Background: an optimization exercise with open tools, aiming at small area. Do not read the settings as production practice. Function was checked by simulation only, so behaviour that the tests miss may differ from the original. Power and IR drop assume default switching activity.

==> flow/design.v <==
module mhi_ac_codec #(
    parameter        P_CK_ORDER_LE = 0,            
    parameter [23:0] P_DL_HEADER   = 24'h000000    
) (
    input  wire        clk,
    input  wire        rst,
    input  wire        cmd_valid,
    input  wire [63:0] cmd,
    output reg         rsp_valid,
    output wire        rsp_ok,
    output wire [3:0]  rsp_err,
    output reg  [63:0] rsp_data
);
    localparam [3:0] E_OK          = 4'd0;
    localparam [3:0] E_ILLEGAL_OP  = 4'd1;
    localparam [3:0] E_RESERVED    = 4'd2;
    localparam [3:0] E_NO_INSTANCE = 4'd3;
    localparam [3:0] E_BAD_ENUM    = 4'd4;
    localparam [3:0] E_RANGE       = 4'd5;
    localparam [3:0] E_INDEX       = 4'd6;
    localparam [3:0] E_EXISTS      = 4'd7;
    localparam [2:0] K_ZERO   = 3'd0;
    localparam [2:0] K_COMMIT = 3'd1;    
    localparam [2:0] K_DLCK   = 3'd2;    
    localparam [2:0] K_READ   = 3'd3;    
    localparam [2:0] K_STATUS = 3'd4;    
    localparam [2:0] K_ULCK   = 3'd5;    
    localparam [2:0] K_PARAMS = 3'd6;    
    localparam [2:0] K_RESET  = 3'd7;    
    reg         inst, ulv;
    reg         dl_pw, dl_pf, dl_mf, dl_sw, dl_ff, dl_vf, dl_tb;
    reg  [2:0]  dl_mode;
    reg  [1:0]  dl_fan, dl_hv;
    reg  [5:0]  dl_sq;
    reg  [7:0]  dl_rt;
    reg         tx_h;
    reg         tx_pw, tx_pf, tx_mf, tx_sw, tx_ff, tx_vf, tx_tb;
    reg  [2:0]  tx_mode;
    reg  [1:0]  tx_fan, tx_hv;
    reg  [5:0]  tx_sq;
    reg  [7:0]  tx_rt;
    reg  [19:0][7:0] uls;
    reg  [12:0] uls_sum;
    reg         ul_pw, ul_nstale;
    reg  [2:0]  ul_mode, ul_hv;
    reg  [1:0]  ul_fan;
    reg  [6:0]  ul_sp, ul_rt;
    reg  [12:0] ul_ck;
    reg  [15:0] ul_tr;
    reg  [2:0]  rk;
    reg  [11:0] ro;
    reg  [2:0]  rerr;
    wire [7:0]  op      = cmd[7:0];
    wire [7:0]  sel     = cmd[15:8];
    wire [15:0] num     = cmd[31:16];
    wire [7:0]  val     = cmd[23:16];
    wire [5:0]  pres    = cmd[37:32];
    wire [3:0]  power_v = cmd[43:40];
    wire [3:0]  mode_v  = cmd[47:44];
    wire [3:0]  fan_v   = cmd[51:48];
    wire [3:0]  vvane_v = cmd[55:52];
    wire [3:0]  hvane_v = cmd[59:56];
    wire [3:0] olo = op[3:0];
    wire       og0 = (op[7:4] == 4'h0);
    wire       og1 = (op[7:4] == 4'h1);
    wire       og2 = (op[7:4] == 4'h2);
    wire       og3 = (op[7:4] == 4'h3);
    wire       legal = (og0 & (olo <= 4'd2)) | (og1 & (olo <= 4'd9)) |
                       (og2 & (olo <= 4'd3)) | (og3 & (olo <= 4'd2));
    wire       is_par = og1 & (olo == 4'h9);
    wire       is_num = og1 & (olo[3:1] == 3'b001);                
    wire       is_ulw = og2 & (olo == 4'h0);
    wire       is_sel = (og1 & (olo == 4'h0 | olo == 4'h1 | olo == 4'h4 |
                                olo == 4'h5 | olo == 4'h7)) | (og2 & (olo == 4'h3));
    wire       resv = (|cmd[63:60]) | (|cmd[39:38]) |
                      ((|cmd[59:40] | |cmd[37:32]) & ~is_par) |
                      ((|cmd[31:24]) & ~(is_num | is_par)) |
                      ((|cmd[23:16]) & ~(is_num | is_par | is_ulw)) |
                      ((|cmd[15:8]) & ~(is_sel | is_ulw));
    wire        is_rt  = op[0] & op[1];
    wire [15:0] nu     = {~num[15], num[14:0]};    
    wire        sp_in  = (nu[15] & (nu[14] | (nu[13] | (nu[12] | (nu[11] | (nu[10] | (nu[9] & (nu[8] & (nu[7] & (nu[6] & (nu[5] & (nu[4] | (nu[3] & (nu[2] | (nu[1] | (nu[0] | 1'b1))))))))))))))))
                   & (~nu[15] | (~nu[14] & (~nu[13] & (~nu[12] & (~nu[11] | (~nu[10] | (~nu[9] & (~nu[8] & (~nu[7] & (~nu[6] & (~nu[5] & (~nu[4] | (~nu[3] | (~nu[2] | (~nu[1] & (~nu[0] & 1'b1))))))))))))))));
    wire        rt_in  = (nu[15] | (nu[14] & (nu[13] & (nu[12] & (nu[11] & (nu[10] | (nu[9] & (nu[8] | (nu[7] | (nu[6] | (nu[5] | (nu[4] | (nu[3] & (nu[2] | (nu[1] & (nu[0] & 1'b1))))))))))))))))
                   & (~nu[15] | (~nu[14] & (~nu[13] & (~nu[12] | (~nu[11] & (~nu[10] & (~nu[9] | (~nu[8] & (~nu[7] | (~nu[6] | (~nu[5] & (~nu[4] | (~nu[3] | (~nu[2] & (~nu[1] & (~nu[0] | 1'b1))))))))))))))));
    wire [12:0] toff   = is_rt ? 13'd1537 : 13'd25;
    wire dva_s0 = num[0] ^ toff[0];
    wire dva_k0 = num[0] & toff[0];
    wire dva_s1 = num[1] ^ toff[1] ^ dva_k0;
    wire dva_k1 = (num[1] & toff[1]) | (num[1] & dva_k0) | (toff[1] & dva_k0);
    wire dva_s2 = num[2] ^ toff[2] ^ dva_k1;
    wire dva_k2 = (num[2] & toff[2]) | (num[2] & dva_k1) | (toff[2] & dva_k1);
    wire dva_s3 = num[3] ^ toff[3] ^ dva_k2;
    wire dva_k3 = (num[3] & toff[3]) | (num[3] & dva_k2) | (toff[3] & dva_k2);
    wire dva_s4 = num[4] ^ toff[4] ^ dva_k3;
    wire dva_k4 = (num[4] & toff[4]) | (num[4] & dva_k3) | (toff[4] & dva_k3);
    wire dva_s5 = num[5] ^ toff[5] ^ dva_k4;
    wire dva_k5 = (num[5] & toff[5]) | (num[5] & dva_k4) | (toff[5] & dva_k4);
    wire dva_s6 = num[6] ^ toff[6] ^ dva_k5;
    wire dva_k6 = (num[6] & toff[6]) | (num[6] & dva_k5) | (toff[6] & dva_k5);
    wire dva_s7 = num[7] ^ toff[7] ^ dva_k6;
    wire dva_k7 = (num[7] & toff[7]) | (num[7] & dva_k6) | (toff[7] & dva_k6);
    wire dva_s8 = num[8] ^ toff[8] ^ dva_k7;
    wire dva_k8 = (num[8] & toff[8]) | (num[8] & dva_k7) | (toff[8] & dva_k7);
    wire dva_s9 = num[9] ^ toff[9] ^ dva_k8;
    wire dva_k9 = (num[9] & toff[9]) | (num[9] & dva_k8) | (toff[9] & dva_k8);
    wire dva_s10 = num[10] ^ toff[10] ^ dva_k9;
    wire dva_k10 = (num[10] & toff[10]) | (num[10] & dva_k9) | (toff[10] & dva_k9);
    wire dva_s11 = num[11] ^ toff[11] ^ dva_k10;
    wire dva_k11 = (num[11] & toff[11]) | (num[11] & dva_k10) | (toff[11] & dva_k10);
    wire dva_s12 = num[12] ^ toff[12] ^ dva_k11;
    wire dva_k12 = (num[12] & toff[12]) | (num[12] & dva_k11) | (toff[12] & dva_k11);
    wire [12:0] ty = {dva_s12, dva_s11, dva_s10, dva_s9, dva_s8, dva_s7, dva_s6, dva_s5, dva_s4, dva_s3, dva_s2, dva_s1, dva_s0};
    wire [7:0]  td     = ty / 13'd25;
    wire [5:0]  sq_new = td[6:1];
    reg  [3:0] err_n;
    reg  [2:0] rk_n;
    reg  [5:0] okb;
    reg        do_create, do_destroy, do_write, do_commit, do_snap;
    reg        w_pw, w_mode, w_sp, w_rt, w_fan, w_turbo, w_vf, w_sw, w_hv;
    reg        v_pw;
    reg  [2:0] v_mode;
    reg  [1:0] v_fan, v_hv;
    always @(*) begin
        err_n = E_OK;
        rk_n  = K_ZERO;
        okb   = 6'd0;
        do_create = 1'b0; do_destroy = 1'b0; do_write = 1'b0;
        do_commit = 1'b0; do_snap = 1'b0;
        w_pw = 1'b0; w_mode = 1'b0; w_sp = 1'b0; w_rt = 1'b0; w_fan = 1'b0;
        w_turbo = 1'b0; w_vf = 1'b0; w_sw = 1'b0; w_hv = 1'b0;
        v_pw   = sel[0];
        v_mode = sel[2:0];
        v_fan  = sel[1:0];
        v_hv   = sel[1:0];
        if (!legal) begin
            err_n = E_ILLEGAL_OP;
        end else if (resv) begin
            err_n = E_RESERVED;
        end else if (op != 8'h00 && op != 8'h01 && !inst) begin
            err_n = E_NO_INSTANCE;
        end else begin
            case (op)
                8'h01: if (inst) err_n = E_EXISTS; else do_create = 1'b1;
                8'h02: do_destroy = 1'b1;
                8'h10: if (sel > 8'd1) err_n = E_BAD_ENUM; else w_pw = 1'b1;
                8'h11: if (sel > 8'd4) err_n = E_BAD_ENUM; else w_mode = 1'b1;
                8'h12: if (!sp_in) err_n = E_RANGE; else w_sp = 1'b1;
                8'h13: if (!rt_in) err_n = E_RANGE; else w_rt = 1'b1;
                8'h14: begin
                    if (sel > 8'd3)       err_n = E_BAD_ENUM;
                    else if (sel == 8'd3) w_turbo = 1'b1;
                    else                  w_fan = 1'b1;
                end
                8'h15: if (sel > 8'd6) err_n = E_BAD_ENUM; else w_vf = 1'b1;
                8'h16, 8'h18: w_sw = 1'b1;
                8'h17: begin
                    if (sel > 8'd3) err_n = E_BAD_ENUM;
                    else begin w_hv = 1'b1; w_vf = 1'b1; end
                end
                8'h19: begin
                    rk_n   = K_PARAMS;
                    v_pw   = power_v[0];
                    v_mode = mode_v[2:0];
                    v_fan  = fan_v[1:0];
                    v_hv   = hvane_v[1:0];
                    if (pres[0]) begin
                        if (power_v <= 4'd1) begin w_pw = 1'b1; okb[0] = 1'b1; end
                        else if (err_n == E_OK) err_n = E_BAD_ENUM;
                    end
                    if (pres[1]) begin
                        if (mode_v <= 4'd4) begin w_mode = 1'b1; okb[1] = 1'b1; end
                        else if (err_n == E_OK) err_n = E_BAD_ENUM;
                    end
                    if (pres[2]) begin
                        if (sp_in) begin w_sp = 1'b1; okb[2] = 1'b1; end
                        else if (err_n == E_OK) err_n = E_RANGE;
                    end
                    if (pres[3]) begin
                        if (fan_v <= 4'd3) begin
                            if (fan_v == 4'd3) w_turbo = 1'b1;
                            else               w_fan = 1'b1;
                            okb[3] = 1'b1;
                        end else if (err_n == E_OK) err_n = E_BAD_ENUM;
                    end
                    if (pres[4]) begin
                        if (vvane_v <= 4'd7) begin
                            if (vvane_v == 4'd7) w_sw = 1'b1;
                            else                 w_vf = 1'b1;
                            okb[4] = 1'b1;
                        end else if (err_n == E_OK) err_n = E_BAD_ENUM;
                    end
                    if (pres[5]) begin
                        if (hvane_v <= 4'd4) begin
                            if (hvane_v == 4'd4) w_sw = 1'b1;
                            else begin w_hv = 1'b1; w_vf = 1'b1; end
                            okb[5] = 1'b1;
                        end else if (err_n == E_OK) err_n = E_BAD_ENUM;
                    end
                end
                8'h20: if (sel > 8'd19) err_n = E_INDEX; else do_write = 1'b1;
                8'h21: begin do_commit = 1'b1; rk_n = K_COMMIT; end
                8'h22: begin do_snap = 1'b1; rk_n = K_DLCK; end
                8'h23: if (sel > 8'd19) err_n = E_INDEX; else rk_n = K_READ;
                8'h30: rk_n = K_STATUS;
                8'h31: rk_n = K_DLCK;
                8'h32: rk_n = K_ULCK;
                default: ;
            endcase
        end
        if (err_n != E_OK && rk_n != K_PARAMS) rk_n = K_ZERO;
    end
    wire [19:0] sel_hot;
    wire acc = cmd_valid & ~rst;
    wire clr = rst | (cmd_valid & (do_create | do_destroy));
    always @(posedge clk) begin
        if (rst) begin
            rsp_valid <= 1'b0;
            rerr      <= 3'd0;
            rk        <= K_RESET;
            ro        <= 12'd0;
        end else if (cmd_valid) begin
            rsp_valid <= 1'b1;
            rerr      <= err_n[2:0];
            rk        <= rk_n;
            ro        <= (rk_n == K_PARAMS) ? {pres, okb} :
                         {2'd0, sel_hot[19:18], sel_hot[9], sel_hot[6:0]};
        end else begin
            rsp_valid <= 1'b0;
        end
    end
    always @(posedge clk) begin
        if (rst) inst <= 1'b0;
        else if (cmd_valid & do_create) inst <= 1'b1;
        else if (cmd_valid & do_destroy) inst <= 1'b0;
    end
    always @(posedge clk) begin
        if (clr) begin
            dl_pw <= 1'b0; dl_pf <= 1'b0; dl_mf <= 1'b0; dl_sw <= 1'b0;
            dl_ff <= 1'b0; dl_vf <= 1'b0; dl_tb <= 1'b0;
            dl_mode <= 3'd0; dl_fan <= 2'd0; dl_hv <= 2'd0;
            dl_sq <= 6'd0; dl_rt <= 8'd0;
        end else if (acc) begin
            if (w_pw)    begin dl_pw <= v_pw; dl_pf <= 1'b1; end
            if (w_mode)  begin dl_mode <= v_mode; dl_mf <= 1'b1; end
            if (w_sp)    dl_sq <= sq_new;
            if (w_rt)    dl_rt <= td;
            if (w_fan)   begin dl_fan <= v_fan; dl_ff <= 1'b1; end
            if (w_turbo) dl_tb <= 1'b1;
            if (w_vf)    dl_vf <= 1'b1;
            if (w_sw)    dl_sw <= 1'b1;
            if (w_hv)    dl_hv <= v_hv;
        end
    end
    always @(posedge clk) begin
        if (clr) begin
            tx_h <= 1'b0;
            tx_pw <= 1'b0; tx_pf <= 1'b0; tx_mf <= 1'b0; tx_sw <= 1'b0;
            tx_ff <= 1'b0; tx_vf <= 1'b0; tx_tb <= 1'b0;
            tx_mode <= 3'd0; tx_fan <= 2'd0; tx_hv <= 2'd0;
            tx_sq <= 6'd0; tx_rt <= 8'd0;
        end else if (acc & do_snap) begin
            tx_h <= 1'b1;
            tx_pw <= dl_pw; tx_pf <= dl_pf; tx_mf <= dl_mf; tx_sw <= dl_sw;
            tx_ff <= dl_ff; tx_vf <= dl_vf; tx_tb <= dl_tb;
            tx_mode <= dl_mode; tx_fan <= dl_fan; tx_hv <= dl_hv;
            tx_sq <= dl_sq; tx_rt <= dl_rt;
        end
    end
    wire [7:0] uls_wv = clr ? 8'd0 : val;
    reg  [7:0]  uls_old;
    genvar g;
    generate
        for (g = 0; g < 20; g = g + 1) begin : g_uls
            assign sel_hot[g] = (sel[4:0] == g);
            wire we = clr | (acc & do_write & sel_hot[g]);
            always @(posedge clk)
                if (we) uls[g] <= uls_wv;
        end
    endgenerate
    integer j;
    always @(*) begin
        uls_old = 8'd0;
        for (j = 0; j < 18; j = j + 1)
            uls_old = uls_old | (uls[j] & {8{sel_hot[j]}});
    end
    wire us_s0 = uls_sum[0] ^ val[0] ^ ~uls_old[0];
    wire us_k0 = (uls_sum[0] & val[0]) | (uls_sum[0] & ~uls_old[0]) | (val[0] & ~uls_old[0]);
    wire us_s1 = 1'b1 ^ us_s0;
    wire us_k1 = 1'b1 & us_s0;
    wire us_s2 = uls_sum[1] ^ val[1] ^ ~uls_old[1];
    wire us_k2 = (uls_sum[1] & val[1]) | (uls_sum[1] & ~uls_old[1]) | (val[1] & ~uls_old[1]);
    wire us_s3 = us_k0 ^ us_k1 ^ us_s2;
    wire us_k3 = (us_k0 & us_k1) | (us_k0 & us_s2) | (us_k1 & us_s2);
    wire us_s4 = uls_sum[2] ^ val[2] ^ ~uls_old[2];
    wire us_k4 = (uls_sum[2] & val[2]) | (uls_sum[2] & ~uls_old[2]) | (val[2] & ~uls_old[2]);
    wire us_s5 = us_k2 ^ us_k3 ^ us_s4;
    wire us_k5 = (us_k2 & us_k3) | (us_k2 & us_s4) | (us_k3 & us_s4);
    wire us_s6 = uls_sum[3] ^ val[3] ^ ~uls_old[3];
    wire us_k6 = (uls_sum[3] & val[3]) | (uls_sum[3] & ~uls_old[3]) | (val[3] & ~uls_old[3]);
    wire us_s7 = us_k4 ^ us_k5 ^ us_s6;
    wire us_k7 = (us_k4 & us_k5) | (us_k4 & us_s6) | (us_k5 & us_s6);
    wire us_s8 = uls_sum[4] ^ val[4] ^ ~uls_old[4];
    wire us_k8 = (uls_sum[4] & val[4]) | (uls_sum[4] & ~uls_old[4]) | (val[4] & ~uls_old[4]);
    wire us_s9 = us_k6 ^ us_k7 ^ us_s8;
    wire us_k9 = (us_k6 & us_k7) | (us_k6 & us_s8) | (us_k7 & us_s8);
    wire us_s10 = uls_sum[5] ^ val[5] ^ ~uls_old[5];
    wire us_k10 = (uls_sum[5] & val[5]) | (uls_sum[5] & ~uls_old[5]) | (val[5] & ~uls_old[5]);
    wire us_s11 = us_k8 ^ us_k9 ^ us_s10;
    wire us_k11 = (us_k8 & us_k9) | (us_k8 & us_s10) | (us_k9 & us_s10);
    wire us_s12 = uls_sum[6] ^ val[6] ^ ~uls_old[6];
    wire us_k12 = (uls_sum[6] & val[6]) | (uls_sum[6] & ~uls_old[6]) | (val[6] & ~uls_old[6]);
    wire us_s13 = us_k10 ^ us_k11 ^ us_s12;
    wire us_k13 = (us_k10 & us_k11) | (us_k10 & us_s12) | (us_k11 & us_s12);
    wire us_s14 = uls_sum[7] ^ val[7] ^ ~uls_old[7];
    wire us_k14 = (uls_sum[7] & val[7]) | (uls_sum[7] & ~uls_old[7]) | (val[7] & ~uls_old[7]);
    wire us_s15 = us_k12 ^ us_k13 ^ us_s14;
    wire us_k15 = (us_k12 & us_k13) | (us_k12 & us_s14) | (us_k13 & us_s14);
    wire us_s16 = uls_sum[8] ^ 1'b1 ^ us_k14;
    wire us_k16 = (uls_sum[8] & 1'b1) | (uls_sum[8] & us_k14) | (1'b1 & us_k14);
    wire us_s17 = us_k15 ^ us_s16;
    wire us_k17 = us_k15 & us_s16;
    wire us_s18 = uls_sum[9] ^ 1'b1 ^ us_k16;
    wire us_k18 = (uls_sum[9] & 1'b1) | (uls_sum[9] & us_k16) | (1'b1 & us_k16);
    wire us_s19 = us_k17 ^ us_s18;
    wire us_k19 = us_k17 & us_s18;
    wire us_s20 = uls_sum[10] ^ 1'b1 ^ us_k18;
    wire us_k20 = (uls_sum[10] & 1'b1) | (uls_sum[10] & us_k18) | (1'b1 & us_k18);
    wire us_s21 = us_k19 ^ us_s20;
    wire us_k21 = us_k19 & us_s20;
    wire us_s22 = uls_sum[11] ^ 1'b1 ^ us_k20;
    wire us_k22 = (uls_sum[11] & 1'b1) | (uls_sum[11] & us_k20) | (1'b1 & us_k20);
    wire us_s23 = us_k21 ^ us_s22;
    wire us_k23 = us_k21 & us_s22;
    wire us_s24 = uls_sum[12] ^ 1'b1 ^ us_k22;
    wire us_k24 = (uls_sum[12] & 1'b1) | (uls_sum[12] & us_k22) | (1'b1 & us_k22);
    wire us_s25 = us_k23 ^ us_s24;
    wire us_k25 = us_k23 & us_s24;
    wire [12:0] uls_sum_n = {us_s25, us_s23, us_s21, us_s19, us_s17, us_s15, us_s13, us_s11, us_s9, us_s7, us_s5, us_s3, us_s1};
    always @(posedge clk) begin
        if (clr) uls_sum <= 13'd0;
        else if (acc & do_write & ~sel_hot[18] & ~sel_hot[19])
            uls_sum <= uls_sum_n;
    end
    wire [7:0] s0 = uls[3];
    wire [7:0] s1 = uls[4];
    wire [7:0] s2 = uls[5];
    wire [7:0] s3 = uls[6];
    wire [7:0] s6 = uls[9];
    always @(posedge clk) begin
        if (clr) begin
            ulv <= 1'b0;
            ul_pw <= 1'b0; ul_nstale <= 1'b0;
            ul_mode <= 3'd0; ul_hv <= 3'd0; ul_fan <= 2'd0;
            ul_sp <= 7'd0; ul_rt <= 7'd0;
            ul_ck <= 13'd0; ul_tr <= 16'd0;
        end else if (acc & do_commit) begin
            ulv       <= 1'b1;
            ul_pw     <= s0[0];
            ul_nstale <= s0[7] | s1[7];
            ul_mode   <= (s0[4:2] <= 3'd4) ? s0[4:2] : 3'd0;
            ul_fan    <= s6[6] ? 2'd3 : ((s1[1:0] == 2'd3) ? 2'd1 : s1[1:0]);
            ul_hv     <= s0[6] ? 3'd4 : {1'b0, s1[5:4]};
            ul_sp     <= {s2[7], s2[5:0]};
            ul_rt     <= s3[6:0];
            ul_ck     <= uls_sum;
            ul_tr     <= P_CK_ORDER_LE ? {uls[19], uls[18]} : {uls[18], uls[19]};
        end
    end
    assign rsp_err = {1'b0, rerr};
    assign rsp_ok  = (rerr == 3'd0) & (rk != K_RESET);
    wire        ck_ok_ul = ({3'd0, ul_ck} == ul_tr);
    wire        use_tx = (rk == K_READ);
    wire        c_pw   = use_tx ? tx_pw   : dl_pw;
    wire        c_pf   = use_tx ? tx_pf   : dl_pf;
    wire        c_mf   = use_tx ? tx_mf   : dl_mf;
    wire        c_sw   = use_tx ? tx_sw   : dl_sw;
    wire        c_ff   = use_tx ? tx_ff   : dl_ff;
    wire        c_vf   = use_tx ? tx_vf   : dl_vf;
    wire        c_tb   = use_tx ? tx_tb   : dl_tb;
    wire [2:0]  c_mode = use_tx ? tx_mode : dl_mode;
    wire [1:0]  c_fan  = use_tx ? tx_fan  : dl_fan;
    wire [1:0]  c_hv   = use_tx ? tx_hv   : dl_hv;
    wire [5:0]  c_sq   = use_tx ? tx_sq   : dl_sq;
    wire [7:0]  c_rt   = use_tx ? tx_rt   : dl_rt;
    wire        c_inst = use_tx ? tx_h : inst;
    wire [7:0]  c_d0 = {c_sw, c_sw, c_mf, c_mode, c_pf, c_pw};
    wire [7:0]  c_d1 = {c_vf, 1'b0, c_hv, c_ff, 1'b0, c_fan};
    wire [7:0]  c_d2 = {|c_sq, 1'b0, c_sq};
    wire [7:0]  c_d6 = {3'd0, c_tb, 4'd0};
    wire [10:0] ck_hdr = c_inst ? (P_DL_HEADER[23:16] + P_DL_HEADER[15:8] + P_DL_HEADER[7:0]) : 11'd0;
    wire        c_w = |c_sq;
    wire ck_s0 = c_pw ^ c_fan[0] ^ c_sq[0];
    wire ck_k0 = (c_pw & c_fan[0]) | (c_pw & c_sq[0]) | (c_fan[0] & c_sq[0]);
    wire ck_s1 = c_rt[0] ^ ck_s0;
    wire ck_k1 = c_rt[0] & ck_s0;
    wire ck_s2 = c_pf ^ c_fan[1] ^ c_sq[1];
    wire ck_k2 = (c_pf & c_fan[1]) | (c_pf & c_sq[1]) | (c_fan[1] & c_sq[1]);
    wire ck_s3 = c_rt[1] ^ ck_k0 ^ ck_k1;
    wire ck_k3 = (c_rt[1] & ck_k0) | (c_rt[1] & ck_k1) | (ck_k0 & ck_k1);
    wire ck_s4 = ck_s2 ^ ck_s3;
    wire ck_k4 = ck_s2 & ck_s3;
    wire ck_s5 = c_mode[0] ^ c_sq[2] ^ c_rt[2];
    wire ck_k5 = (c_mode[0] & c_sq[2]) | (c_mode[0] & c_rt[2]) | (c_sq[2] & c_rt[2]);
    wire ck_s6 = ck_k2 ^ ck_k3 ^ ck_k4;
    wire ck_k6 = (ck_k2 & ck_k3) | (ck_k2 & ck_k4) | (ck_k3 & ck_k4);
    wire ck_s7 = ck_s5 ^ ck_s6;
    wire ck_k7 = ck_s5 & ck_s6;
    wire ck_s8 = c_mode[1] ^ c_ff ^ c_sq[3];
    wire ck_k8 = (c_mode[1] & c_ff) | (c_mode[1] & c_sq[3]) | (c_ff & c_sq[3]);
    wire ck_s9 = c_rt[3] ^ ck_k5 ^ ck_k6;
    wire ck_k9 = (c_rt[3] & ck_k5) | (c_rt[3] & ck_k6) | (ck_k5 & ck_k6);
    wire ck_s10 = ck_k7 ^ ck_s8 ^ ck_s9;
    wire ck_k10 = (ck_k7 & ck_s8) | (ck_k7 & ck_s9) | (ck_s8 & ck_s9);
    wire ck_s11 = c_mode[2] ^ c_hv[0] ^ c_sq[4];
    wire ck_k11 = (c_mode[2] & c_hv[0]) | (c_mode[2] & c_sq[4]) | (c_hv[0] & c_sq[4]);
    wire ck_s12 = c_rt[4] ^ c_tb ^ ck_k8;
    wire ck_k12 = (c_rt[4] & c_tb) | (c_rt[4] & ck_k8) | (c_tb & ck_k8);
    wire ck_s13 = ck_k9 ^ ck_k10 ^ ck_s11;
    wire ck_k13 = (ck_k9 & ck_k10) | (ck_k9 & ck_s11) | (ck_k10 & ck_s11);
    wire ck_s14 = ck_s12 ^ ck_s13;
    wire ck_k14 = ck_s12 & ck_s13;
    wire ck_s15 = c_mf ^ c_hv[1] ^ c_sq[5];
    wire ck_k15 = (c_mf & c_hv[1]) | (c_mf & c_sq[5]) | (c_hv[1] & c_sq[5]);
    wire ck_s16 = c_rt[5] ^ ck_k11 ^ ck_k12;
    wire ck_k16 = (c_rt[5] & ck_k11) | (c_rt[5] & ck_k12) | (ck_k11 & ck_k12);
    wire ck_s17 = ck_k13 ^ ck_k14 ^ ck_s15;
    wire ck_k17 = (ck_k13 & ck_k14) | (ck_k13 & ck_s15) | (ck_k14 & ck_s15);
    wire ck_s18 = ck_s16 ^ ck_s17;
    wire ck_k18 = ck_s16 & ck_s17;
    wire ck_s19 = c_sw ^ c_rt[6] ^ ck_k15;
    wire ck_k19 = (c_sw & c_rt[6]) | (c_sw & ck_k15) | (c_rt[6] & ck_k15);
    wire ck_s20 = ck_k16 ^ ck_k17 ^ ck_k18;
    wire ck_k20 = (ck_k16 & ck_k17) | (ck_k16 & ck_k18) | (ck_k17 & ck_k18);
    wire ck_s21 = ck_s19 ^ ck_s20;
    wire ck_k21 = ck_s19 & ck_s20;
    wire ck_s22 = c_sw ^ c_vf ^ c_w;
    wire ck_k22 = (c_sw & c_vf) | (c_sw & c_w) | (c_vf & c_w);
    wire ck_s23 = c_rt[7] ^ ck_k19 ^ ck_k20;
    wire ck_k23 = (c_rt[7] & ck_k19) | (c_rt[7] & ck_k20) | (ck_k19 & ck_k20);
    wire ck_s24 = ck_k21 ^ ck_s22 ^ ck_s23;
    wire ck_k24 = (ck_k21 & ck_s22) | (ck_k21 & ck_s23) | (ck_s22 & ck_s23);
    wire ck_s25 = ck_k22 ^ ck_k23 ^ ck_k24;
    wire ck_k25 = (ck_k22 & ck_k23) | (ck_k22 & ck_k24) | (ck_k23 & ck_k24);
    wire [9:0] ck_base = {ck_k25, ck_s25, ck_s24, ck_s21, ck_s18, ck_s14, ck_s10, ck_s7, ck_s4, ck_s1};
    wire [10:0] ck = {1'b0, ck_base} + ck_hdr;
    wire [15:0] ck16 = {5'd0, ck};
    wire [7:0]  hdr0 = tx_h ? P_DL_HEADER[23:16] : 8'd0;
    wire [7:0]  hdr1 = tx_h ? P_DL_HEADER[15:8]  : 8'd0;
    wire [7:0]  hdr2 = tx_h ? P_DL_HEADER[7:0]   : 8'd0;
    wire [7:0]  txb = ({8{ro[0]}} & hdr0) | ({8{ro[1]}} & hdr1) | ({8{ro[2]}} & hdr2) |
                      ({8{ro[3]}} & {tx_sw, tx_sw, tx_mf, tx_mode, tx_pf, tx_pw}) |
                      ({8{ro[4]}} & {tx_vf, 1'b0, tx_hv, tx_ff, 1'b0, tx_fan}) |
                      ({8{ro[5]}} & {|tx_sq, 1'b0, tx_sq}) |
                      ({8{ro[6]}} & tx_rt) |
                      ({8{ro[7]}} & {3'd0, tx_tb, 4'd0}) |
                      ({8{ro[8]}} & (P_CK_ORDER_LE ? ck16[7:0] : ck16[15:8])) |
                      ({8{ro[9]}} & (P_CK_ORDER_LE ? ck16[15:8] : ck16[7:0]));
    wire [7:0] dec_rt = {1'b0, ul_rt} - 8'd61;
    wire [63:0] status_word = {
        24'd0, ulv, 4'd0, 1'b1, ck_ok_ul, ~ul_nstale,
        dec_rt, ul_sp[6], 1'b0, ul_sp[5:0],
        1'b0, ul_hv, 4'd0, 1'b0, ul_fan, ul_mode, ul_pw, ul_pw
    };
    always @(*) begin
        case (rk)
            K_COMMIT: rsp_data = {63'd0, ck_ok_ul};
            K_DLCK:   rsp_data = {48'd0, ck16};
            K_READ:   rsp_data = {56'd0, txb};
            K_STATUS: rsp_data = status_word;
            K_ULCK:   rsp_data = {31'd0, ck_ok_ul, ul_tr, 3'd0, ul_ck};
            K_PARAMS: rsp_data = {50'd0, ro[11:6], 2'b00, ro[5:0]};
            default:  rsp_data = 64'd0;
        endcase
    end
endmodule
==> flow/flow/run.sh <==
#!/bin/bash
# Own layout flow: the standard layout (standard.sh), with
#  - an area-oriented ABC script for the combinational logic (synth.tcl
#    swaps it in for the -script that synth.tcl passes to abc; registers,
#    names and everything else are the standard synthesis's),
#  - port buffers of the smallest buffer cell,
#  - a clock tree of fewer, larger clusters without dummy loads.
# Each tool's output goes to logs under orfs/logs/ (ORFS) and the make log here.
set -euo pipefail
W=$(cd "$(dirname "${BASH_SOURCE[0]}")/.." && pwd)
export OWN_ABC_SCRIPT="$W/flow/abc_area.script"
export OWN_WORK="$W"
export BUFFER_PORTS_ARGS="-buffer_cell sky130_fd_sc_hd__buf_1"
# constant outputs share one tie cell
export SKIP_REPAIR_TIE_FANOUT=1
# clock tree: clkbuf_8 buffers over clusters of at most 16 registers, no dummy loads
export CTS_ARGS="-sink_clustering_enable -repair_clock_nets -dont_use_dummy_load -sink_clustering_size 16 -sink_clustering_max_diameter 60 -buf_list sky130_fd_sc_hd__clkbuf_8"
bash "$W/standard.sh" SYNTH_SCRIPT="$W/flow/synth.tcl" finish > "$W/flow_make.log" 2>&1
==> flow/flow/abc_area.script <==
strash
&get -n
&deepsyn -T 30
&dch -f
&nf -a -R 1000
&put
topo
dnsize -c
==> flow/flow/synth.tcl <==
# The standard synthesis (synth_recipe.tcl), with abc given this flow's
# area script in place of ORFS's.
proc abc {args} {
  set i [lsearch -exact $args -script]
  if {$i >= 0} { lset args [expr {$i + 1}] $::env(OWN_ABC_SCRIPT) }
  yosys abc {*}$args
}
source [file join $::env(OWN_WORK) synth_recipe.tcl]
==> flow/standard.sh <==
#!/bin/bash
# synth_recipe.tcl (not shown) runs the flow's synth.tcl, then flattens the netlist and writes it again
# the make line also repeats each setting of config.mk as NAME=value (left out here)
make -C /OpenROAD-flow-scripts/flow DESIGN_CONFIG=/design/flow/config.mk WORK_HOME=/design/flow/orfs CLKGATE_MAP_FILE= SYNTH_SCRIPT=/design/flow/synth_recipe.tcl "${@:-finish}"
==> flow/config.mk <==
export PLATFORM = sky130hd
export DESIGN_NAME = mhi_ac_codec
export DESIGN_NICKNAME = mhi_ac_codec
export VERILOG_FILES = /design/flow/design.v
export SDC_FILE = /design/flow/constraint.sdc
export NUM_CORES = 4
export LEC_CHECK = 0
export ABC_AREA = 1
export CAP_MARGIN = 5
export CORE_MARGIN = 2
export CORE_UTILIZATION = 65
export PLACE_DENSITY = 0.85
export SLEW_MARGIN = 5
==> flow/constraint.sdc <==
create_clock -name core_clock -period 20.0 [get_ports {clk}]
set_input_delay 4.0000 -clock core_clock [delete_from_list [all_inputs] [get_ports {clk}]]
set_output_delay 4.0000 -clock core_clock [all_outputs]
set_load 0.01 [all_outputs]
==> results of run 1 <==
-- power by group through the flow --
stage	registers, W	clock network, W	logic, W
4_1_cts	0.000696	0.000293	0.000351
5_1_grt	0.000699	0.000313	0.000400
2_1_floorplan	0.000705	0	0.000270
6_report	0.000697	0.000294	0.000356
3_5_place_dp	0.000710	0	0.000349
3_3_place_gp	0.000708	0	0.000333
-- final timing paths --
check / slack (ns) / depth (start not counted) / start / to
setup reg to reg: 14.17 / 23 / uls[89] / uls_sum[12]
hold / removal: 0.45 / 2 / ul_nstale / ul_nstale
hold reg to reg: 0.45 / 2 / ul_nstale / ul_nstale
setup / recovery: 5.85 / 54 / cmd[0] / dl_rt[0]
-- placed cells by master, fill, tap and decap left out, types with 10 or more instances in the layout --
master and count:
sky130_fd_sc_hd__mux2i_1 14, sky130_fd_sc_hd__o21ai_0 72, sky130_fd_sc_hd__nor2_1 116, sky130_fd_sc_hd__nor4_1 10, sky130_fd_sc_hd__clkbuf_8 25, sky130_fd_sc_hd__fa_1 39, sky130_fd_sc_hd__a22o_1 83, sky130_fd_sc_hd__buf_4 30
sky130_fd_sc_hd__edfxtp_1 160, sky130_fd_sc_hd__nand4_1 13, sky130_fd_sc_hd__xor2_1 12, sky130_fd_sc_hd__clkinv_1 92, sky130_fd_sc_hd__a22oi_1 27, sky130_fd_sc_hd__mux2_1 11, sky130_fd_sc_hd__buf_1 106, sky130_fd_sc_hd__a222oi_1 42
sky130_fd_sc_hd__xnor2_1 10, sky130_fd_sc_hd__or3_1 11, sky130_fd_sc_hd__nor3_1 18, sky130_fd_sc_hd__ha_1 27, sky130_fd_sc_hd__a21oi_1 49, sky130_fd_sc_hd__nand2_1 128, sky130_fd_sc_hd__dfxtp_1 143, sky130_fd_sc_hd__nand3_1 32
sky130_fd_sc_hd__o31ai_2 10
-- kinds of logic (layout without fill, tap and decap cells) --
kind of cell,Yosys count,in the layout,synth area share
simple gates,383,383,0.123
fa+ha+maj,66,66,0.0788
compound gates,358,358,0.185
buf+inv,122,253,0.0402
xor+xnor,22,22,0.0136
flops,303,303,0.540
other cells,1,1,0.000264
mux,25,25,0.0186
-- stage by stage --
step                total power [W]  setup WS, ns
floorplan                  0.000975          6.80
global placement            0.00104          5.68
detailed placement          0.00106          5.37
CTS                         0.00134          5.90
global route                0.00141          4.82
finish                      0.00135          5.85
-- registers in the layout (all words and copies together), names as in the netlist, 2 cells and up --
signal	flops
dl_fan	2
dl_hv	2
dl_mode	3
dl_rt	8
dl_sq	6
rerr	3
rk	3
ro	12
tx_fan	2
tx_hv	2
tx_mode	3
tx_rt	8
tx_sq	6
ul_ck	13
ul_fan	2
ul_hv	3
ul_mode	3
ul_rt	7
ul_sp	7
ul_tr	16
uls	160
uls_sum	13
-- critical path: cells and delay by family --
family / cells / cell delay (ns)
AND/OR/NAND/NOR: 28 / 5.16
adder cells (fa/ha/maj): 10 / 2.62
AO/OA/AOI/OAI: 6 / 1.12
XOR/XNOR: 3 / 0.87
buffers and inverters: 7 / 0.79
-- area by class of cell --
type	instances	area [µm²]
repair buffers	136	623
multi-input cells	855	6040
flip-flops and latches	303	7670
well taps	280	350
inverters	92	345
clock buffers	25	344
fillers	1577	6250
-- routing by layer --
| metal | part of all wire | track usage |
|---|---|---|
| met3 | 0.13 | 0.0775 |
| met4 | 0.039 | 0.126 |
| met5 | 0 | 0 |
| met1 | 0.39 | 0.532 |
| met2 | 0.44 | 0.564 |
==> results.sh, run 1 <==
export IMPL_number_of_enable_type_register_cells_in_the_synthesized_netlist=160
export IMPL_irDropWorstVdd_mv=0.0833
export IMPL_ys_top_cells_by_count="sky130_fd_sc_hd__edfxtp_1 (160), sky130_fd_sc_hd__dfxtp_1 (143), sky130_fd_sc_hd__nand2_1 (128)"
export IMPL_cts_buffers_inserted=25
export IMPL_overall_global_routing_usage=0.370
export IMPL_n_antenna_cell=0
export IMPL_hold_buffers_post_cts=0
export IMPL_power_switching_share=0.315
export IMPL_clock_root_buffer="sky130_fd_sc_hd__clkbuf_8"
export IMPL_synthDominantAreaCellType="sky130_fd_sc_hd__edfxtp_1"
export IMPL_die_h_um=152
export IMPL_synth_cells=1280
export IMPL_p_sw_w=0.000424
export IMPL_vias_in_the_first_global_route=10915
export IMPL_synth_top_area_frac=0.338
export IMPL_hold_path_class="reg2reg"
export IMPL_drive_above_1_share=0.0496
export IMPL_post_synthesis_to_final_layout_area_growth_pct=8.25
export IMPL_max_clock_path_buffers=3
export IMPL_initial_utilization=0.657
export IMPL_grt_setup_unrepaired="false"
export IMPL_skew_ns=0.0397
export IMPL_routed_via_density=6.82
export IMPL_dp_cells=1666
export IMPL_remaining_drc_errors=0
export IMPL_combPwrFrac=0.264
export IMPL_finalHoldWorstSlack_ns=0.453
export IMPL_mappedNetlistArea_um2=14200
export IMPL_htreeDepth=1
export IMPL_place_port_buffers=106
export IMPL_report_final_setup_viol=0
export IMPL_clk_transition_reported_paths_ns=0.09
export IMPL_postPlaceCellArea_um2=15000
export IMPL_vias=11531
export IMPL_grt_first_pass_wirelength_mm=63.6
export IMPL_ys_async_sr_fraction=0
export IMPL_startpoint_class="primary input"
export IMPL_hold_viol=0
export IMPL_timing_critical_path_arrival_ns=14.58
export IMPL_cts_tree="yes"
export IMPL_number_of_buffers_inserted_to_repair_setup_after_cts=0
export IMPL_yosys_register_bits=303
export IMPL_final_critical_path_share_of_the_clock_period=0.707
export IMPL_drt_pass1_iterations=8
export IMPL_path_common_cell="sky130_fd_sc_hd__nor2_1"
export IMPL_layout_net_count=1546
export IMPL_dpl_hpwl_mm=31.0
export IMPL_timing_final_max_slew_violations=0
export IMPL_routabilityCongestion=0.965
export IMPL_synthesis_area_per_instance_um2=11.1
export IMPL_final_min_clock_period_ns=14.15
export IMPL_core_area_um2=21600
export IMPL_floorplan_die_width_um=152
export IMPL_io_pins=137
export IMPL_maxSlewHeadroom=0.194
export IMPL_cap_viol_max_count=0
export IMPL_cp_slowest_stage_delay_ns=0.48
export IMPL_cts_resized_gates=0
export IMPL_utilization=0.711
export IMPL_finalSetupTns_ns=0
export IMPL_worst_slew_pin_transition_ns=1.21
export IMPL_clk_insertion_delay_late_ns=0.56
export IMPL_timing_critical_path_slowest_stage_cell="sky130_fd_sc_hd__fa_1"
export IMPL_yosysWarnings=1
export IMPL_wl_per_cell_um=24.9
export IMPL_floorplan_rows=54
export IMPL_cts_sink_count=303
export IMPL_postSynth_topFlopCell="sky130_fd_sc_hd__edfxtp_1"
export IMPL_fmaxAchievable_ghz=0.0707
export IMPL_post_synth_num_cell_types=59
export IMPL_die_area_um2=23000
export IMPL_final_area_um2=15400
export IMPL_drt_antenna_violating_nets=0
export IMPL_timing_critical_path_fanout_max=11
export IMPL_static_leakage_power_nw=5.48
export IMPL_drtIter0Drc=1852
export IMPL_run_status="timing/DRC/antenna clean"
export IMPL_critical_path_endpoint_type="register"
export IMPL_power_density_nw_per_um2=87.6
export IMPL_synth_most_common_cell="sky130_fd_sc_hd__edfxtp_1"
export IMPL_timing_critical_path_required_ns=20.43
export IMPL_synth_yosys_seq_area_share=0.540
export IMPL_share_seq_of_total_power=0.517
export IMPL_timing_setup_critical_path_class="in2reg"
export IMPL_clock_power_share=0.218
export IMPL_detail_route_wirelength_mm=42.0
export IMPL_fin_cells=1691
export IMPL_grt_antenna_before_repair=0
export IMPL_internal_power_w=0.000922
export IMPL_syn_num_nets=1413
export IMPL_globalRouteOverflowTotal=0
export IMPL_synth_area_top_cells="sky130_fd_sc_hd__edfxtp_1 (34%), sky130_fd_sc_hd__dfxtp_1 (20%), sky130_fd_sc_hd__fa_1 (5.5%)"
export IMPL_maximum_number_of_pins_on_one_net_before_global_route_repair=54
==> inputs of run 2 (changes only) <==
--- a/flow/config.mk
+++ b/flow/config.mk
@@ -9,5 +9,4 @@
 export CAP_MARGIN = 5
 export CORE_MARGIN = 2
 export CORE_UTILIZATION = 65
-export PLACE_DENSITY = 0.85
 export SLEW_MARGIN = 5
==> run 2 against run 1 <==
Still clean. Via count fell by 0.90%. Clock power is 3% higher. Die area is 0.16% higher. Core utilization up 0.093 points. Combinational power fell by 4%. Sequential share of layout area is 0.065 points lower. Highest routed layer unchanged.
==> results.sh, run 2 <==
export IMPL_run_status="timing/DRC/antenna clean"
export IMPL_final_critical_path_share_of_the_clock_period=0.721
export IMPL_postPlaceCellArea_um2=15000
export IMPL_drt_pass1_iterations=6
export IMPL_synthDominantAreaCellType="sky130_fd_sc_hd__edfxtp_1"
export IMPL_final_min_clock_period_ns=14.42
export IMPL_synthesis_area_per_instance_um2=11.1
export IMPL_dpl_hpwl_mm=30.7
export IMPL_n_antenna_cell=0
export IMPL_die_area_um2=23100
export IMPL_floorplan_rows=54
export IMPL_drtIter0Drc=1540
export IMPL_vias_in_the_first_global_route=10630
export IMPL_cts_sink_count=303
export IMPL_cp_slowest_stage_delay_ns=0.49
export IMPL_timing_critical_path_fanout_max=12
export IMPL_met1_length_mm=17.4
export IMPL_met3WireLength_mm=5.12
export IMPL_number_of_buffers_inserted_to_repair_setup_after_cts=0
export IMPL_htreeDepth=1
export IMPL_remaining_drc_errors=0
export IMPL_vias=11427
export IMPL_yosysWarnings=1
export IMPL_most_common_layout_cells="sky130_fd_sc_hd__edfxtp_1 (160), sky130_fd_sc_hd__dfxtp_1 (143), sky130_fd_sc_hd__nand2_1 (131)"
export IMPL_core_area_um2=21600
export IMPL_timing_critical_path_arrival_ns=14.91
export IMPL_timing_critical_path_required_ns=20.49
export IMPL_io_pins=137
export IMPL_hold_path_class="reg2reg"
export IMPL_timing_setup_critical_path_class="in2reg"
export IMPL_path_common_cell="sky130_fd_sc_hd__nor2_1"
export IMPL_report_final_setup_viol=0
export IMPL_regMostFlops="uls"
export IMPL_static_leakage_power_nw=5.46
export IMPL_largest_register_ff_count=160
export IMPL_synth_top_area_frac=0.338
export IMPL_drt_antenna_violating_nets=0
export IMPL_routed_via_density=6.78
export IMPL_irDropWorstVdd_mv=0.0778
export IMPL_synth_most_common_cell="sky130_fd_sc_hd__edfxtp_1"
export IMPL_dr_max_layer_used="met4"
export IMPL_critical_path_top_delay_family="simple AND/OR/NAND/NOR gates"
export IMPL_finalSetupTns_ns=0
export IMPL_syn_num_nets=1412
export IMPL_ys_async_sr_fraction=0
export IMPL_wl_per_cell_um=24.9
export IMPL_final_area_um2=15400
export IMPL_place_port_buffers=106
export IMPL_floorplan_die_width_um=152
export IMPL_route_met2_wl_mm=18.1
export IMPL_ys_top_cells_by_count="sky130_fd_sc_hd__edfxtp_1 (160), sky130_fd_sc_hd__dfxtp_1 (143), sky130_fd_sc_hd__nand2_1 (131)"
export IMPL_critical_path_buf_inv_count=5
export IMPL_synth_cells=1279
export IMPL_die_h_um=152
export IMPL_power_density_nw_per_um2=87.1
export IMPL_skew_ns=0.0461
export IMPL_routabilityCongestion=0.974
export IMPL_globalRouteOverflowTotal=0
export IMPL_fmaxAchievable_ghz=0.0693
export IMPL_clk_transition_reported_paths_ns=0.10
export IMPL_hold_viol=0
export IMPL_hold_buffers_post_cts=0
export IMPL_grt_first_pass_wirelength_mm=64.1
export IMPL_synth_yosys_seq_area_share=0.539
export IMPL_cts_buffers_inserted=26
export IMPL_utilization=0.712
export IMPL_critical_path_endpoint_type="register"
export IMPL_fin_cells=1686
export IMPL_post_synthesis_to_final_layout_area_growth_pct=8.21
export IMPL_grt_antenna_before_repair=0
export IMPL_clk_insertion_delay_late_ns=0.58
export IMPL_synth_area_top_cells="sky130_fd_sc_hd__edfxtp_1 (34%), sky130_fd_sc_hd__dfxtp_1 (20%), sky130_fd_sc_hd__fa_1 (5.5%)"
export IMPL_mappedNetlistArea_um2=14200
export IMPL_startpoint_class="primary input"
export IMPL_layout_net_count=1541
export IMPL_max_clock_path_buffers=3
export IMPL_cap_viol_max_count=0
export IMPL_top_regs="uls: 160 flops, ul_tr: 16 flops"
export IMPL_overall_global_routing_usage=0.360
export IMPL_yosys_register_bits=303
export IMPL_postSynth_topFlopCell="sky130_fd_sc_hd__edfxtp_1"
export IMPL_detail_route_wirelength_mm=42.0
export IMPL_timing_final_max_slew_violations=0
export IMPL_drive_above_1_share=0.0512
export IMPL_initial_utilization=0.658
export IMPL_clock_root_buffer="sky130_fd_sc_hd__clkbuf_8"
export IMPL_worst_slew_pin_transition_ns=1.38
export IMPL_post_synth_num_cell_types=58
export IMPL_dp_cells=1660
export IMPL_post_route_total_power_w=0.00134
export IMPL_cts_tree="yes"
export IMPL_maxSlewHeadroom=0.0762
export IMPL_grt_setup_unrepaired="false"
export IMPL_number_of_enable_type_register_cells_in_the_synthesized_netlist=160
export IMPL_cts_resized_gates=0
export IMPL_most_common_cell_after_layout_fill_and_taps_aside="sky130_fd_sc_hd__edfxtp_1"
export IMPL_timing_critical_path_slowest_stage_cell="sky130_fd_sc_hd__fa_1"
export IMPL_maximum_number_of_pins_on_one_net_before_global_route_repair=53
-- run 2: power by group --
| part | internal, W | switching (W) | total, W | leakage (nW) |
|---|---|---|---|---|
| Sequential | 0.000684 | 0.0000123 | 0.000696 | 2.69 |
| Clock | 0.000116 | 0.000187 | 0.000303 | 0.187 |
| Combinational | 0.000117 | 0.000224 | 0.000341 | 2.58 |
| Total | 0.000917 | 0.000424 | 0.00134 | 5.46 |
-- run 2: cell families (layout without fill, tap and decap cells) --
group,after synthesis,count (layout),synth area share
AOI/OAI and AO/OA,358,358,0.184
xor gates and xnor gates,25,25,0.0154
adders and majority gates,68,68,0.0801
buffers and inverters,115,242,0.0383
DFF,303,303,0.539
muxes,25,25,0.0186
other,1,1,0.000264
and+or+nand+nor,384,384,0.124
-- run 2: final timing paths --
path	start	end	slack (ns)	cells after the start
setup / recovery	cmd[1]	dl_rt[0]	5.58	49
hold / removal	ul_nstale	ul_nstale	0.47	2
setup reg to reg	uls[57]	uls_sum[12]	13.96	21
hold reg to reg	ul_nstale	ul_nstale	0.47	2
-- run 2: area by class of cell --
cell class	instances	area, µm²
sequential	303	7670
fill	1627	6230
multi-input combinational	861	6110
timing repair buffer	131	586
clock buffer	26	358
tap	280	350
inverter	85	319
-- run 2: per-stage QoR --
step	setup slack, ns	hold WS, ns
after detailed placement	5.23	0.446
after floorplan	6.77	0.416
after global routing	4.67	0.475
after CTS	5.83	0.457
final	5.58	0.465
after global placement	5.45	0.440
-- run 2: worst min-delay path, delay by kind of cell, from the launching register on --
| family | cells | cell delay, ns |
|---|---|---|
| flip-flops | 1 | 0.33 |
| AND/OR/NAND/NOR | 2 | 0.10 |
-- run 2: routing by layer --
layer,track usage,vias up
li1,-,5092
met1,0.546,5500
met2,0.536,729
met3,0.0696,106
met4,0.103,0
met5,0,-
==> inputs of run 3 (changes only) <==
--- a/flow/config.mk
+++ b/flow/config.mk
@@ -9,4 +9,5 @@
 export CAP_MARGIN = 5
 export CORE_MARGIN = 2
 export CORE_UTILIZATION = 65
+export GPL_ROUTABILITY_DRIVEN = 0
 export SLEW_MARGIN = 5
==> run 3 against run 2 <==
Worst setup slack gained 0.12 ns. Fmax grew 0.82%. Worst hold slack worse by 0.031 ns. Cell area is essentially flat. Synthesized cell count about the same. Critical path type unchanged. Largest power group unchanged.
==> results.sh, run 3 <==
export IMPL_static_leakage_power_nw=5.48
export IMPL_die_h_um=152
export IMPL_floorplan_die_width_um=152
export IMPL_clock_root_buffer="sky130_fd_sc_hd__clkbuf_8"
export IMPL_ys_async_sr_fraction=0
export IMPL_grt_antenna_before_repair=1
export IMPL_regMostFlops="uls"
export IMPL_mappedNetlistArea_um2=14200
export IMPL_timing_critical_path_slowest_stage_cell="sky130_fd_sc_hd__fa_1"
export IMPL_grt_first_pass_wirelength_mm=61.9
export IMPL_cts_tree="yes"
export IMPL_grt_setup_unrepaired="false"
export IMPL_irDropWorstVdd_mv=0.0898
export IMPL_report_final_setup_viol=0
export IMPL_drt_pass1_iterations=8
export IMPL_top_regs="uls: 160 flops, ul_tr: 16 flops"
export IMPL_skew_ns=0.0702
export IMPL_synth_top_area_frac=0.338
export IMPL_maxSlewHeadroom=0.155
export IMPL_timing_critical_path_fanout_max=11
export IMPL_globalRouteOverflowTotal=0
export IMPL_num_fill_cells=1606
export IMPL_number_of_buffers_inserted_to_repair_setup_after_cts=0
export IMPL_min_delay_path_depth=1
export IMPL_clk_transition_reported_paths_ns=0.10
export IMPL_final_min_clock_period_ns=14.30
export IMPL_syn_num_nets=1413
export IMPL_startpoint_class="primary input"
export IMPL_combinational_family_with_the_most_area_after_synthesis="compound AO/OA/AOI/OAI gates"
export IMPL_hold_path_class="reg2reg"
export IMPL_register_area_um2=7670
export IMPL_dpl_hpwl_mm=30.3
export IMPL_layout_net_count=1546
export IMPL_yosys_register_bits=303
export IMPL_fmaxAchievable_ghz=0.0699
export IMPL_synthDominantAreaCellType="sky130_fd_sc_hd__edfxtp_1"
export IMPL_fin_ws_ns=5.70
export IMPL_cts_buffers_inserted=27
export IMPL_timing_final_max_slew_violations=0
export IMPL_run_status="timing/DRC/antenna clean"
export IMPL_synth_yosys_seq_area_share=0.540
export IMPL_routed_via_density=6.73
export IMPL_post_synthesis_to_final_layout_area_growth_pct=8.30
export IMPL_wl_per_cell_um=24.6
export IMPL_yosys_area_share_simple=0.123
export IMPL_timing_setup_critical_path_class="in2reg"
export IMPL_final_critical_path_share_of_the_clock_period=0.715
export IMPL_critical_path_endpoint_type="register"
export IMPL_dp_slack_ns=5.26
export IMPL_htreeDepth=1
export IMPL_ys_top_cells_by_count="sky130_fd_sc_hd__edfxtp_1 (160), sky130_fd_sc_hd__dfxtp_1 (143), sky130_fd_sc_hd__nand2_1 (128)"
export IMPL_initial_utilization=0.657
export IMPL_yosysWarnings=1
export IMPL_n_antenna_cell=0
export IMPL_cts_resized_gates=0
export IMPL_synth_compound_area_frac=0.185
export IMPL_finalHoldWorstSlack_ns=0.434
export IMPL_maximum_number_of_pins_on_one_net_before_global_route_repair=54
export IMPL_vias=11387
export IMPL_hold_viol=0
export IMPL_timing_critical_path_arrival_ns=14.75
export IMPL_cap_viol_max_count=0
export IMPL_cp_slowest_stage_delay_ns=0.50
export IMPL_synth_area_top_cells="sky130_fd_sc_hd__edfxtp_1 (34%), sky130_fd_sc_hd__dfxtp_1 (20%), sky130_fd_sc_hd__fa_1 (5.5%)"
export IMPL_finalSetupTns_ns=0
export IMPL_post_synth_num_cell_types=59
export IMPL_synth_most_common_cell="sky130_fd_sc_hd__edfxtp_1"
export IMPL_clk_insertion_delay_late_ns=0.61
export IMPL_floorplan_rows=54
export IMPL_hold_buffers_post_cts=0
export IMPL_most_common_cell_after_layout_fill_and_taps_aside="sky130_fd_sc_hd__edfxtp_1"
export IMPL_overall_global_routing_usage=0.364
export IMPL_vias_in_the_first_global_route=10385
export IMPL_detail_route_wirelength_mm=41.6
export IMPL_path_common_cell="sky130_fd_sc_hd__nor2_1"
export IMPL_cts_sink_count=303
export IMPL_drtIter0Drc=1542
export IMPL_synthesis_area_per_instance_um2=11.1
export IMPL_multi_input_comb_area_um2=6030
export IMPL_die_area_um2=23000
export IMPL_number_of_enable_type_register_cells_in_the_synthesized_netlist=160
export IMPL_most_common_layout_cells="sky130_fd_sc_hd__edfxtp_1 (160), sky130_fd_sc_hd__dfxtp_1 (143), sky130_fd_sc_hd__nand2_1 (128)"
export IMPL_largest_register_ff_count=160
export IMPL_core_area_um2=21600
export IMPL_drive_above_1_share=0.0503
export IMPL_postSynth_topFlopCell="sky130_fd_sc_hd__edfxtp_1"
export IMPL_max_clock_path_buffers=3
export IMPL_place_port_buffers=106
export IMPL_drt_antenna_violating_nets=0
export IMPL_synth_adder_area_share=0.0788
export IMPL_power_density_nw_per_um2=88.9
export IMPL_worst_slew_pin_transition_ns=1.26
export IMPL_post_synth_xor_area_fraction=0.0136
export IMPL_r2r_worst_path_cells=23
export IMPL_muxShareOfSynthArea=0.0186
export IMPL_remaining_drc_errors=0
export IMPL_io_pins=137
export IMPL_synth_cells=1280
export IMPL_timing_critical_path_required_ns=20.45
## run 3: changes by cell type after synthesis, sizes merged, moves of 5 or more
cell,previous run,this run
a32o,1,6
a222oi,48,42
clkinv,85,92
or4,9,4
o31ai,24,19
a221o,1,7
nand3,26,32
## run 3: final timing paths
path                               start     endpoint  slack (ns)
worst min register to register  uls[151]    ul_tr[15]        0.43
worst max register to register   uls[81]  uls_sum[12]       13.91
worst max-delay path              cmd[0]     dl_rt[0]        5.70
worst min-delay path            uls[151]    ul_tr[15]        0.43
## run 3: cell families after synthesis
group | count (synthesis)
XOR/XNOR | 22
buffers and inverters | 122
multiplexers | 25
AND/OR/NAND/NOR | 383
adder cells (fa/ha/maj) | 66
other | 1
flip-flops | 303
AO/OA/AOI/OAI | 358
## run 3: area by class of cell
cell class	instances	area share
repair buffers	134	0.0395
multi-input cells	855	0.392
well taps	280	0.0228
inverters	92	0.0225
clock buffers	27	0.0242
flip-flops and latches	303	0.499
## run 3: critical path: cells and delay by family
kind            cells  cell delay [ns]
fa+ha+maj          10             2.63
compound gates      6             1.24
buf+inv             7             0.84
simple gates       28             5.19
xor+xnor            3             0.84
## run 3: routing by layer
layer  GRT usage  share of wire
met5           0              0
met4      0.0912          0.026
met3      0.0746           0.12
met2       0.556           0.44
met1       0.539           0.41
## run 3: report_power, final
group          internal [W]  total [W]  switching [W]
Combinational      0.000127   0.000359       0.000233
Sequential         0.000684   0.000696      0.0000124
Clock              0.000120   0.000312       0.000192
## run 3: stage by stage
step	cells	utilization	total power [W]	instance area [µm²]
3_5_place_dp	1664	0.694	0.00106	15000
6_report	1691	0.711	0.00137	15400
3_3_place_gp	1664	0.694	0.00104	15000
4_1_cts	1691	0.711	0.00136	15400
5_1_grt	1691	0.711	0.00142	15400
2_1_floorplan	1280	-	0.000975	14200
==> inputs of run 4 (changes only) <==
--- a/flow/flow/run.sh
+++ b/flow/flow/run.sh
@@ -13,6 +13,8 @@
 export BUFFER_PORTS_ARGS="-buffer_cell sky130_fd_sc_hd__buf_1"
 # constant outputs share one tie cell
 export SKIP_REPAIR_TIE_FANOUT=1
+# weak drivers of high-fanout nets are upsized before global placement
+export PRE_GLOBAL_PLACE_TCL="$W/flow/pre_gpl.tcl"
 # clock tree: clkbuf_8 buffers over clusters of at most 16 registers, no dummy loads
 export CTS_ARGS="-sink_clustering_enable -repair_clock_nets -dont_use_dummy_load -sink_clustering_size 16 -sink_clustering_max_diameter 60 -buf_list sky130_fd_sc_hd__clkbuf_8"
 bash "$W/standard.sh" SYNTH_SCRIPT="$W/flow/synth.tcl" finish > "$W/flow_make.log" 2>&1
==> flow/flow/pre_gpl.tcl (new file) <==
# Before global placement: give the drivers of high-fanout nets the next
# drive strength of their own cell family, so that repair fixes their slew
# and capacitance by sizing rather than with extra buffers. Registers and
# port nets are left alone.
set db [ord::get_db]
set block [ord::get_db_block]
set swapped 0
foreach net [$block getNets] {
  if {[$net getSigType] != "SIGNAL"} { continue }
  if {[llength [$net getBTerms]] > 0} { continue }
  set iterms [$net getITerms]
  if {[llength $iterms] < 8} { continue }
  foreach it $iterms {
    if {![$it isOutputSignal]} { continue }
    set inst [$it getInst]
    set name [[$inst getMaster] getName]
    if {[string match "*df*" $name] || [string match "*conb*" $name] || [string match "*buf*" $name]} { continue }
    if {![regexp {^(.*)_(0|1)$} $name -> base sz]} { continue }
    set new [$db findMaster "${base}_2"]
    if {$new == "NULL" || $new == ""} { continue }
    if {[$inst swapMaster $new]} { incr swapped }
  }
}
puts "pre_gpl: upsized $swapped high-fanout drivers"
--- a/flow/config.mk
+++ b/flow/config.mk
@@ -9,5 +9,4 @@
 export CAP_MARGIN = 5
 export CORE_MARGIN = 2
 export CORE_UTILIZATION = 65
-export GPL_ROUTABILITY_DRIVEN = 0
 export SLEW_MARGIN = 5
==> run 4 against run 3 <==
Worst hold slack gained 0.0093 ns. Synthesized cell count did not move. Combinational power grew 2%. Die area did not move. Sequential power about the same. Non-clock buffer count is 22 lower. Cell area stayed put. Worst setup slack got worse by 0.011 ns. Via count decreased by 0.39%. Largest cell class unchanged.
==> results.sh, run 4 <==
export IMPL_internal_power_w=0.000925
export IMPL_detail_route_wirelength_mm=41.4
export IMPL_irDropWorstVdd_mv=0.207
export IMPL_drt_antenna_violating_nets=0
export IMPL_power_density_nw_per_um2=88.7
export IMPL_yosys_register_bits=303
export IMPL_die_h_um=152
export IMPL_wl_per_cell_um=24.8
export IMPL_cp_slowest_stage_delay_ns=0.48
export IMPL_timing_critical_path_arrival_ns=14.76
export IMPL_cts_sink_count=303
export IMPL_post_synthesis_to_final_layout_area_growth_pct=8.30
export IMPL_synth_top_area_frac=0.338
export IMPL_final_critical_path_share_of_the_clock_period=0.716
export IMPL_synth_yosys_seq_area_share=0.540
export IMPL_hold_buffers_post_cts=0
export IMPL_syn_num_nets=1413
export IMPL_timing_critical_path_required_ns=20.45
export IMPL_grt_setup_unrepaired="false"
export IMPL_synth_area_top_cells="sky130_fd_sc_hd__edfxtp_1 (34%), sky130_fd_sc_hd__dfxtp_1 (20%), sky130_fd_sc_hd__fa_1 (5.5%)"
export IMPL_dp_slack_ns=5.27
export IMPL_startpoint_class="primary input"
export IMPL_hold_path_class="reg2reg"
export IMPL_floorplan_rows=54
export IMPL_overall_global_routing_usage=0.362
export IMPL_skew_ns=0.0566
export IMPL_routed_via_density=6.80
export IMPL_timing_critical_path_slowest_stage_cell="sky130_fd_sc_hd__fa_1"
export IMPL_run_status="timing/DRC/antenna clean"
export IMPL_timing_setup_critical_path_class="in2reg"
export IMPL_routabilityCongestion=0.972
export IMPL_number_of_enable_type_register_cells_in_the_synthesized_netlist=160
export IMPL_max_clock_path_buffers=3
export IMPL_grt_antenna_before_repair=0
export IMPL_drt_pass1_iterations=9
export IMPL_timing_critical_path_fanout_max=11
export IMPL_cts_tree="yes"
export IMPL_mappedNetlistArea_um2=14200
export IMPL_cts_buffers_inserted=26
export IMPL_finalSetupTns_ns=0
export IMPL_hold_viol=0
export IMPL_ys_async_sr_fraction=0
export IMPL_dpl_hpwl_mm=30.3
export IMPL_combPwrFrac=0.267
export IMPL_worst_slew_pin_transition_ns=1.28
export IMPL_globalRouteOverflowTotal=0
export IMPL_drive_above_1_share=0.0778
export IMPL_yosysWarnings=1
export IMPL_core_area_um2=21600
export IMPL_p_sw_w=0.000439
export IMPL_final_min_clock_period_ns=14.31
export IMPL_die_area_um2=23000
export IMPL_report_final_setup_viol=0
export IMPL_clk_transition_reported_paths_ns=0.08
export IMPL_layout_net_count=1523
export IMPL_share_seq_of_total_power=0.510
export IMPL_critical_path_endpoint_type="register"
export IMPL_drtIter0Drc=1520
export IMPL_num_fill_cells=1615
export IMPL_cts_resized_gates=0
export IMPL_vias_in_the_first_global_route=10333
export IMPL_timing_final_max_slew_violations=0
export IMPL_grt_first_pass_wirelength_mm=61.5
export IMPL_floorplan_die_width_um=152
export IMPL_clock_power_share=0.222
export IMPL_remaining_drc_errors=0
export IMPL_regMostFlops="uls"
export IMPL_clk_insertion_delay_late_ns=0.58
export IMPL_power_switching_share=0.322
export IMPL_most_common_cell_after_layout_fill_and_taps_aside="sky130_fd_sc_hd__edfxtp_1"
export IMPL_place_port_buffers=106
export IMPL_synth_cells=1280
export IMPL_ys_top_cells_by_count="sky130_fd_sc_hd__edfxtp_1 (160), sky130_fd_sc_hd__dfxtp_1 (143), sky130_fd_sc_hd__nand2_1 (128)"
export IMPL_postSynth_topFlopCell="sky130_fd_sc_hd__edfxtp_1"
export IMPL_synthesis_area_per_instance_um2=11.1
export IMPL_path_common_cell="sky130_fd_sc_hd__nor2_1"
export IMPL_maxSlewHeadroom=0.144
export IMPL_io_pins=137
export IMPL_register_area_um2=7670
export IMPL_synthDominantAreaCellType="sky130_fd_sc_hd__edfxtp_1"
export IMPL_vias=11343
export IMPL_post_synth_num_cell_types=59
export IMPL_top_regs="uls: 160 flops, ul_tr: 16 flops"
export IMPL_static_leakage_power_nw=5.39
export IMPL_multi_input_comb_area_um2=6210
export IMPL_most_common_layout_cells="sky130_fd_sc_hd__edfxtp_1 (160), sky130_fd_sc_hd__dfxtp_1 (143), sky130_fd_sc_hd__nand2_1 (125)"
export IMPL_fin_ws_ns=5.69
export IMPL_number_of_buffers_inserted_to_repair_setup_after_cts=0
export IMPL_htreeDepth=1
export IMPL_fmaxAchievable_ghz=0.0699
export IMPL_clock_root_buffer="sky130_fd_sc_hd__clkbuf_8"
export IMPL_synth_most_common_cell="sky130_fd_sc_hd__edfxtp_1"
export IMPL_cap_viol_max_count=0
export IMPL_largest_register_ff_count=160
export IMPL_maximum_number_of_pins_on_one_net_before_global_route_repair=54
export IMPL_initial_utilization=0.657
-- run 4: cell types whose count changed in the layout (fill, tap and decap cells not counted), moves of 3 or more --
cell                      change
sky130_fd_sc_hd__nand2_2      +3
sky130_fd_sc_hd__nand2_1      -3
sky130_fd_sc_hd__o21ai_2      +3
sky130_fd_sc_hd__buf_4       -22
sky130_fd_sc_hd__nor2_1      -27
sky130_fd_sc_hd__o31ai_1      -9
sky130_fd_sc_hd__o31ai_2      +9
sky130_fd_sc_hd__nor2_2      +27
-- run 4: cells by family after synthesis --
group | Yosys count | synth area share
AND/OR/NAND/NOR | 383 | 0.123
AO/OA/AOI/OAI | 358 | 0.185
flip-flops | 303 | 0.540
buffers and inverters | 122 | 0.0402
adder cells (fa/ha/maj) | 66 | 0.0788
multiplexers | 25 | 0.0186
XOR/XNOR | 22 | 0.0136
other | 1 | 0.000264
-- run 4: per-layer routing --
metal / track usage / part of all wire
met2: 0.558 / 0.45
met5: 0 / 0
met3: 0.0787 / 0.12
met1: 0.532 / 0.41
met4: 0.0764 / 0.025
-- run 4: worst max-delay path, delay by kind of cell --
| kind | cells | cell delay (ns) |
|---|---|---|
| simple gates | 28 | 5.22 |
| fa+ha+maj | 10 | 2.58 |
| xor+xnor | 3 | 0.85 |
| compound gates | 6 | 1.22 |
| buf+inv | 7 | 0.87 |
-- run 4: layout make-up --
class / count / share of cell area
Timing Repair Buffer: 112 / 0.0288
Antenna cell: 1 / 0.000163
Clock buffer: 26 / 0.0233
Multi-Input combinational cell: 855 / 0.404
Tap cell: 280 / 0.0228
Inverter: 92 / 0.0226
Sequential cell: 303 / 0.499
-- run 4: metrics by stage --
stage	hold WS, ns	power, W	area [µm²]	cells	util
5_1_grt	0.462	0.00142	15400	1668	0.711
6_report	0.444	0.00136	15400	1669	0.711
4_1_cts	0.444	0.00135	15400	1668	0.711
2_1_floorplan	0.416	0.000975	14200	1280	-
3_5_place_dp	0.431	0.00106	15000	1642	0.695
3_3_place_gp	0.429	0.00104	15000	1642	0.695
-- run 4: final timing paths --
kind,start,to,depth (start not counted),slack [ns]
max,cmd[0],dl_rt[0],54,5.69
min,ul_nstale,ul_nstale,2,0.44
max reg2reg,uls[81],uls_sum[12],23,13.95
min reg2reg,ul_nstale,ul_nstale,2,0.44
-- run 4: power groups by stage --
stage / Clock [W] / Combinational (W) / Sequential [W]
detailed placement: 0 / 0.000351 / 0.000710
finish: 0.000303 / 0.000365 / 0.000696
CTS: 0.000304 / 0.000353 / 0.000696
global route: 0.000323 / 0.000401 / 0.000699
floorplan: 0 / 0.000270 / 0.000705
global placement: 0 / 0.000331 / 0.000709

port drivers added, routing unchanged:
How much do the figures lean on ideal ports? The routed layouts below were timed once more, with nothing changed but the port constraints.
Step 1 (the two cells are an assumption about what drives the block):
set clk [get_ports {clk}]
set_driving_cell -lib_cell sky130_fd_sc_hd__clkbuf_16 $clk
set_driving_cell -lib_cell sky130_fd_sc_hd__buf_2 [delete_from_list [all_inputs] $clk]
Step 2 adds t to the input delays and takes it off the output delays; t is the mean of the earliest and latest rising clock arrival at the registers after step 1. Input paths then give back, and output paths get back, about the clock's delay inside the block.
a / b / c = ideal ports / drivers / drivers and shift; a / b = the first two.
run	t, ns	slack for setup (ns)	hold WS [ns]	worst data-port slew with drivers (ns)
run 1	0.582	5.853 / 5.868 / 5.286	0.453 / 0.453 / 0.453	0.05
run 2	0.610	5.580 / 5.598 / 4.988	0.465 / 0.465 / 0.465	0.05
run 3	0.609	5.697 / 5.720 / 5.111	0.434 / 0.434 / 0.434	0.04
run 4	0.596	5.686 / 5.705 / 5.109	0.444 / 0.444 / 0.444	0.04
After both steps every run listed still meets setup and hold. The setup slack of run 2, which loses most, moves by +0.018 ns with the drivers and by -0.592 ns with both steps.
